Context: an optimization exercise on an open-source flow, tuned for small area. The choices shown serve that exercise and are no tape-out recipe.
The RTL was checked by simulation tests, not by an equivalence proof against the original design.
The clock port is modelled as an ideal driver; clocking choices that lean on that would not hold on a real chip.
Power and IR drop assume default switching activity.

Setup of v15:
==> flow/design.v (excerpt) <==
module ttt_core (
    input  wire        clk,
    input  wire        rst,
    input  wire        cmd_valid,
    input  wire [23:0] cmd,
    input  wire [8:0]  pos_bus,
    input  wire        pos_ovr,
    output reg         DATA,
    output reg         CLOCK,
    output wire        CS,
    output wire        turn_p1,
    output wire        turn_p2,
    output wire        cmd_ready,
    output wire [1:0]  st_outcome,
    output wire        st_next,
    output wire [3:0]  st_moves,
    output wire [17:0] st_board,
    output wire [63:0] st_rows
);
Size: ~110 flip-flops, roughly 130 I/O pins, roughly 6900 µm² of cells after synthesis.
Settings: LEC_CHECK=0, CAP_MARGIN=20, CORE_MARGIN=2, CORE_UTILIZATION=30, SLEW_MARGIN=20; clock period 15.0 ns.
run.sh (not shown) runs the stock make flow with config.mk's settings and CLKGATE_MAP_FILE= SYNTH_SCRIPT=/design/flow/synth_recipe.tcl, a recipe that flattens the netlist after the stock synthesis.
Setup changes, v15 to v53
==> flow/flow/run.sh (new file) <==
#!/bin/bash
# Standard layout, with single-drive port buffers and a lighter clock tree.
set -euo pipefail
cd "$(dirname "$0")/.."
bash standard.sh \
  "BUFFER_PORTS_ARGS=-buffer_cell sky130_fd_sc_hd__buf_1" \
  "CTS_ARGS=-sink_clustering_enable -repair_clock_nets -buf_list sky130_fd_sc_hd__clkbuf_4 -dont_use_dummy_load" \
  finish > standard_flow.log 2>&1
==> flow/standard.sh (new file) <==
#!/bin/bash
# synth_recipe.tcl (not shown) runs the flow's synth.tcl, then flattens the netlist and writes it again
# the make line also repeats each setting of config.mk as NAME=value (left out here)
make -C /OpenROAD-flow-scripts/flow DESIGN_CONFIG=/design/flow/config.mk WORK_HOME=/design/flow/orfs CLKGATE_MAP_FILE= SYNTH_SCRIPT=/design/flow/synth_recipe.tcl "${@:-finish}"
removed: flow/run.sh
Notes after the runs:
- Against v15, v53 reports a combined global-route utilization of all metal layers that is lower.
- Any difference in count of flip-flops with a built-in enable after synthesis between v15 and v53 is small enough to ignore.
- The clock network as the leading power group was reported by v15, and registers by v53.
- Count of buffers inserted at the top-level ports came out exactly the same in v53 and v15.
- Compared v15 against v53; met2 global-route usage within noise.
- Fraction of the cycle the final worst path needs: v53 vs v15 down 1.5 points
- Going from v15 to v53, the share of total power in the clock network was found to have gone down by 21 points.
- Higher tightest slew margin relative to the limit goes to v15 over v53.
- Sort v53 and v15 by switching share of power, descending, and v53 comes first.
- v53: routed wire length about 0.4% above v15
- v53 — power in combinational cells 17% lower, v15 as reference
- v53 — final design instance area without fill 14% lower, v15 as reference
Edits applied to the flow inputs when going from v53 to v6:
diff --git a/flow/flow/run.sh b/flow/flow/run.sh
--- a/flow/flow/run.sh
+++ b/flow/flow/run.sh
@@ -7 +7 @@
-  "CTS_ARGS=-sink_clustering_enable -repair_clock_nets -buf_list sky130_fd_sc_hd__clkbuf_4 -dont_use_dummy_load" \
+  "CTS_ARGS=-sink_clustering_enable -repair_clock_nets -buf_list sky130_fd_sc_hd__clkbuf_8" \
### Flow results
| static leakage power | v6 vs v53 | about 5% higher |. First-pass GRT wire length was higher in the run labelled v6. The routed length on met3 reported for v6 is smaller than that of v53 by 210 µm. Looking at time the worst path needs with I/O delays and setup, v6 sits 0.080 ns below v53. v6 vs v53 on via count of the first global-routing pass: v6 is the higher one. In v6, the clock buffer and inverter area fraction after layout came out 3.5 points above the value in v53. v53 → v6: worst setup slack up 0.080 ns, synthesis-to-layout area growth went up, mean routed wirelength per cell -about 0.9%. v6 against v53; wire length is up slightly. Cell internal power dissipation delta for v6 relative to v53: 26% higher.

* * *

== main ==
ttt_core, a different RTL version from the one above (not shown whole).
Size in the first run: ~640 cells after synthesis, ~130 I/O pins, ~5800 um^2 of cells after synthesis.
==> flow/config.mk <==
export PLATFORM = sky130hd
export DESIGN_NAME = ttt_core
export DESIGN_NICKNAME = ttt_core
export VERILOG_FILES = /design/flow/design.v
export SDC_FILE = /design/flow/constraint.sdc
export NUM_CORES = 4
export LEC_CHECK = 0
export CAP_MARGIN = 20
export CORE_MARGIN = 2
export CORE_UTILIZATION = 35
export GPL_TIMING_DRIVEN = 0
export SLEW_MARGIN = 20
==> flow/constraint.sdc <==
create_clock -name core_clock -period 15.0 [get_ports {clk}]
set_input_delay 3.0000 -clock core_clock [delete_from_list [all_inputs] [get_ports {clk}]]
set_output_delay 3.0000 -clock core_clock [all_outputs]
set_load 0.01 [all_outputs]
standard.sh (not shown) runs the stock make flow with config.mk's settings and CLKGATE_MAP_FILE= SYNTH_SCRIPT=/design/flow/synth_recipe.tcl, a recipe that flattens the netlist after the stock synthesis.
==> flow/flow/run.sh <==
#!/bin/bash
# Standard synthesis, its combinational logic re-mapped for area by ABC
# (flip-flops untouched; several ABC runs, the smallest result is kept),
# then the standard layout with single-drive port buffers and a clock tree
# of clkbuf_4 without dummy loads, its buffers upsized where a clock sink's
# slew is too high.
set -euo pipefail
cd "$(dirname "$0")/.."
W=$(pwd)
RES=$W/orfs/results/sky130hd/ttt_core/base
LIB=$FLOW_HOME/platforms/sky130hd/lib/sky130_fd_sc_hd__tt_025C_1v80.lib
ARGS=("BUFFER_PORTS_ARGS=-buffer_cell sky130_fd_sc_hd__buf_1"
      "CTS_ARGS=-sink_clustering_enable -repair_clock_nets -buf_list sky130_fd_sc_hd__clkbuf_4 -dont_use_dummy_load")
bash standard.sh "${ARGS[@]}" "$RES/1_2_yosys.v" > standard_synth.log 2>&1
cp "$RES/1_2_yosys.v" "$W/synth_standard.v"
nff() { grep -c 'dfxtp_1 \|edfxtp_1 ' "$1" || true; }
n0=$(nff "$W/synth_standard.v")
run_reopt() {
  local i=$1
  sed -e "s#@LIB@#$LIB#g" -e "s#@IN@#$W/synth_standard.v#" -e "s#@OUT@#$W/synth_reopt$i.v#" \
      -e "s#@ABC@#$W/flow/reopt$i.abc#" -e "s#@STAT@#$W/reopt_stat$i.txt#" flow/reopt.ys > reopt_run$i.ys
  yosys -q -l reopt_yosys$i.log reopt_run$i.ys > reopt_yosys$i.out 2>&1 || true
}
for i in 0 1 2 3; do run_reopt $i & done; wait
for i in 4 5 6 7 8; do run_reopt $i & done; wait
best=""; barea=""
for i in 0 1 2 3 4 5 6 7 8; do
  [[ -s "$W/synth_reopt$i.v" && -s "$W/reopt_stat$i.txt" ]] || continue
  [[ "$(nff "$W/synth_reopt$i.v")" == "$n0" ]] || continue
  a=$(grep 'Chip area' "$W/reopt_stat$i.txt" | awk '{print $NF}')
  [[ -n "$a" ]] || continue
  if [[ -z "$barea" ]] || awk "BEGIN{exit !($a < $barea)}"; then best=$i; barea=$a; fi
done
echo "chosen re-map: ${best:-none} area ${barea:-}" > reopt_choice.txt
if [[ -n "$best" ]]; then
  cp "$W/synth_reopt$best.v" "$RES/1_2_yosys.v"
  touch "$RES/1_2_yosys.v"
fi
bash standard.sh "${ARGS[@]}" "$RES/4_1_cts.odb" > standard_cts.log 2>&1
# upsize clock buffers whose sinks see too slow a clock edge
FIX_LIB=$LIB FIX_IN=$RES/4_1_cts.odb FIX_SDC=$RES/3_place.sdc FIX_OUT=$W/cts_fixed.odb \
FIX_RC=$FLOW_HOME/platforms/sky130hd/setRC.tcl FIX_TARGET=0.105 \
  openroad -no_init -exit flow/clkfix.tcl > clkfix.log 2>&1
if [[ -s "$W/cts_fixed.odb" ]]; then
  cp "$W/cts_fixed.odb" "$RES/4_1_cts.odb"
  touch "$RES/4_1_cts.odb"
fi
bash standard.sh "${ARGS[@]}" finish > standard_flow.log 2>&1
==> flow/flow/clkfix.tcl <==
# Upsize clock-tree buffers until the slew at every clock sink is below a target.
# env: FIX_LIB FIX_IN FIX_SDC FIX_OUT FIX_RC FIX_TARGET
read_liberty $::env(FIX_LIB)
read_db $::env(FIX_IN)
read_sdc $::env(FIX_SDC)
set_propagated_clock [all_clocks]
source $::env(FIX_RC)
set target $::env(FIX_TARGET)
set next_size [dict create sky130_fd_sc_hd__clkbuf_1 sky130_fd_sc_hd__clkbuf_2 \
  sky130_fd_sc_hd__clkbuf_2 sky130_fd_sc_hd__clkbuf_4 \
  sky130_fd_sc_hd__clkbuf_4 sky130_fd_sc_hd__clkbuf_8 \
  sky130_fd_sc_hd__clkbuf_8 sky130_fd_sc_hd__clkbuf_16]
for {set it 0} {$it < 40} {incr it} {
  estimate_parasitics -placement
  set worst ""
  set wslew 0
  foreach b [get_cells clkbuf_*] {
    set out [get_pins -of_objects $b -filter "direction == output"]
    set net [get_nets -of_objects $out]
    set mx 0
    foreach p [get_pins -of_objects $net -filter "direction == input"] {
      set s [get_property $p slew_max]
      if {$s > $mx} {set mx $s}
    }
    set ref [get_property $b ref_name]
    if {$mx > $wslew && [dict exists $next_size $ref]} {set wslew $mx; set worst $b}
  }
  if {$worst == "" || $wslew <= $target} break
  set ref [get_property $worst ref_name]
  puts "iter $it upsize [get_name $worst] $ref (load slew $wslew)"
  replace_cell $worst [dict get $next_size $ref]
}
detailed_placement
check_placement -verbose
estimate_parasitics -placement
report_check_types -max_slew -max_capacitance -violators
write_db $::env(FIX_OUT)
==> flow/flow/reopt8.abc <==
strash
dc2
dc2
dch -f
amap -F 4 -A 8
Other scripts of this flow, unchanged in this note and not shown: flow/flow/reopt.ys, flow/flow/reopt0.abc, flow/flow/reopt1.abc, flow/flow/reopt2.abc, flow/flow/reopt3.abc, flow/flow/reopt4.abc, flow/flow/reopt5.abc, flow/flow/reopt6.abc, flow/flow/reopt7.abc
### main -> the feature branch
Settings: a change of CORE_UTILIZATION from 35 to 45.
diff --git a/flow/flow/run.sh b/flow/flow/run.sh
--- a/flow/flow/run.sh
+++ b/flow/flow/run.sh
@@ -23,7 +23,8 @@
 }
 for i in 0 1 2 3; do run_reopt $i & done; wait
-for i in 4 5 6 7 8; do run_reopt $i & done; wait
+for i in 4 5 6 7; do run_reopt $i & done; wait
+for i in 8 9 10 11 12; do run_reopt $i & done; wait
 best=""; barea=""
-for i in 0 1 2 3 4 5 6 7 8; do
+for i in 0 1 2 3 4 5 6 7 8 9 10 11 12; do
   [[ -s "$W/synth_reopt$i.v" && -s "$W/reopt_stat$i.txt" ]] || continue
   [[ "$(nff "$W/synth_reopt$i.v")" == "$n0" ]] || continue
@@ -40,5 +41,5 @@
 # upsize clock buffers whose sinks see too slow a clock edge
 FIX_LIB=$LIB FIX_IN=$RES/4_1_cts.odb FIX_SDC=$RES/3_place.sdc FIX_OUT=$W/cts_fixed.odb \
-FIX_RC=$FLOW_HOME/platforms/sky130hd/setRC.tcl FIX_TARGET=0.105 \
+FIX_RC=$FLOW_HOME/platforms/sky130hd/setRC.tcl FIX_TARGET=0.112 \
   openroad -no_init -exit flow/clkfix.tcl > clkfix.log 2>&1
 if [[ -s "$W/cts_fixed.odb" ]]; then
==> flow/flow/reopt10.abc (new file) <==
strash
&get -n
&deepsyn -T 45 -S 5
&put
dch -f
amap -F 4 -A 8
==> flow/flow/reopt11.abc (new file) <==
strash
&get -n
&deepsyn -T 45 -S 5
&put
dch
amap -F 4 -A 8
==> flow/flow/reopt12.abc (new file) <==
strash
dc2
dc2
dch -f
amap -F 4 -A 8
==> flow/flow/reopt8.abc <==
strash
&get -n
&deepsyn -T 45 -S 4
&put
dch -f
amap -F 4 -A 8
==> flow/flow/reopt9.abc (new file) <==
strash
&get -n
&deepsyn -T 45 -S 4
&put
dch
amap -F 4 -A 8
==> run notes <==
Re count of cells along the worst hold path: no difference whatsoever between the feature branch and main. On floorplan die area: between main and the feature branch, it ends up lower for the feature branch. For the number of violations reported at the end of detailed-routing iteration 0, the feature branch came in about 14% lower than main did. Diff main -> the feature branch | detail-routed net length per standard cell | up by a few percent. Highest cell delay on the worst timing path was lower in the run labelled the feature branch. Against main as the reference, the feature branch delivers a lower number of fill cells. Reported for main and the feature branch, post-synthesis net count turned out identical to the last digit. Total non-filler cell area in the finished layout delta (the feature branch − main): favourable. Final worst-path setup slack ends up higher on the feature branch.

-- re-timing with driven ports --
The flow's constraints put no driver on any port. The routed layouts listed below were extracted and timed again, unchanged, in two steps. Step 1, drivers: a clkbuf_16 drives clk and a buf_2 each remaining input, both assumed. Step 2 moves the port delays by t, midway between the first and last clock arrival at a register: inputs arrive t later, outputs are due t later. That takes back most of the time a late clock gives input paths. a / b / c = no drivers / after step 1 / after step 2; a / b = the first two.
run | shift t [ns] | setup slack, ns | worst hold slack (ns)
v15 | 0.460 | 7.482 / 7.434 / 7.837 | 0.459 / 0.459 / 0.459
v53 | 0.550 | 7.708 / 7.664 / 8.198 | 0.466 / 0.466 / 0.466
v6 | 0.475 | 7.788 / 7.745 / 8.157 | 0.464 / 0.464 / 0.464
main | 0.378 | 7.958 / 7.913 / 7.737 | 0.434 / 0.434 / 0.434
the feature branch | 0.372 | 8.138 / 8.096 / 7.976 | 0.435 / 0.435 / 0.435
After both steps every run listed still meets setup and hold. The setup slack of main, which loses most, moves by -0.045 ns with the drivers and by -0.221 ns with both steps.
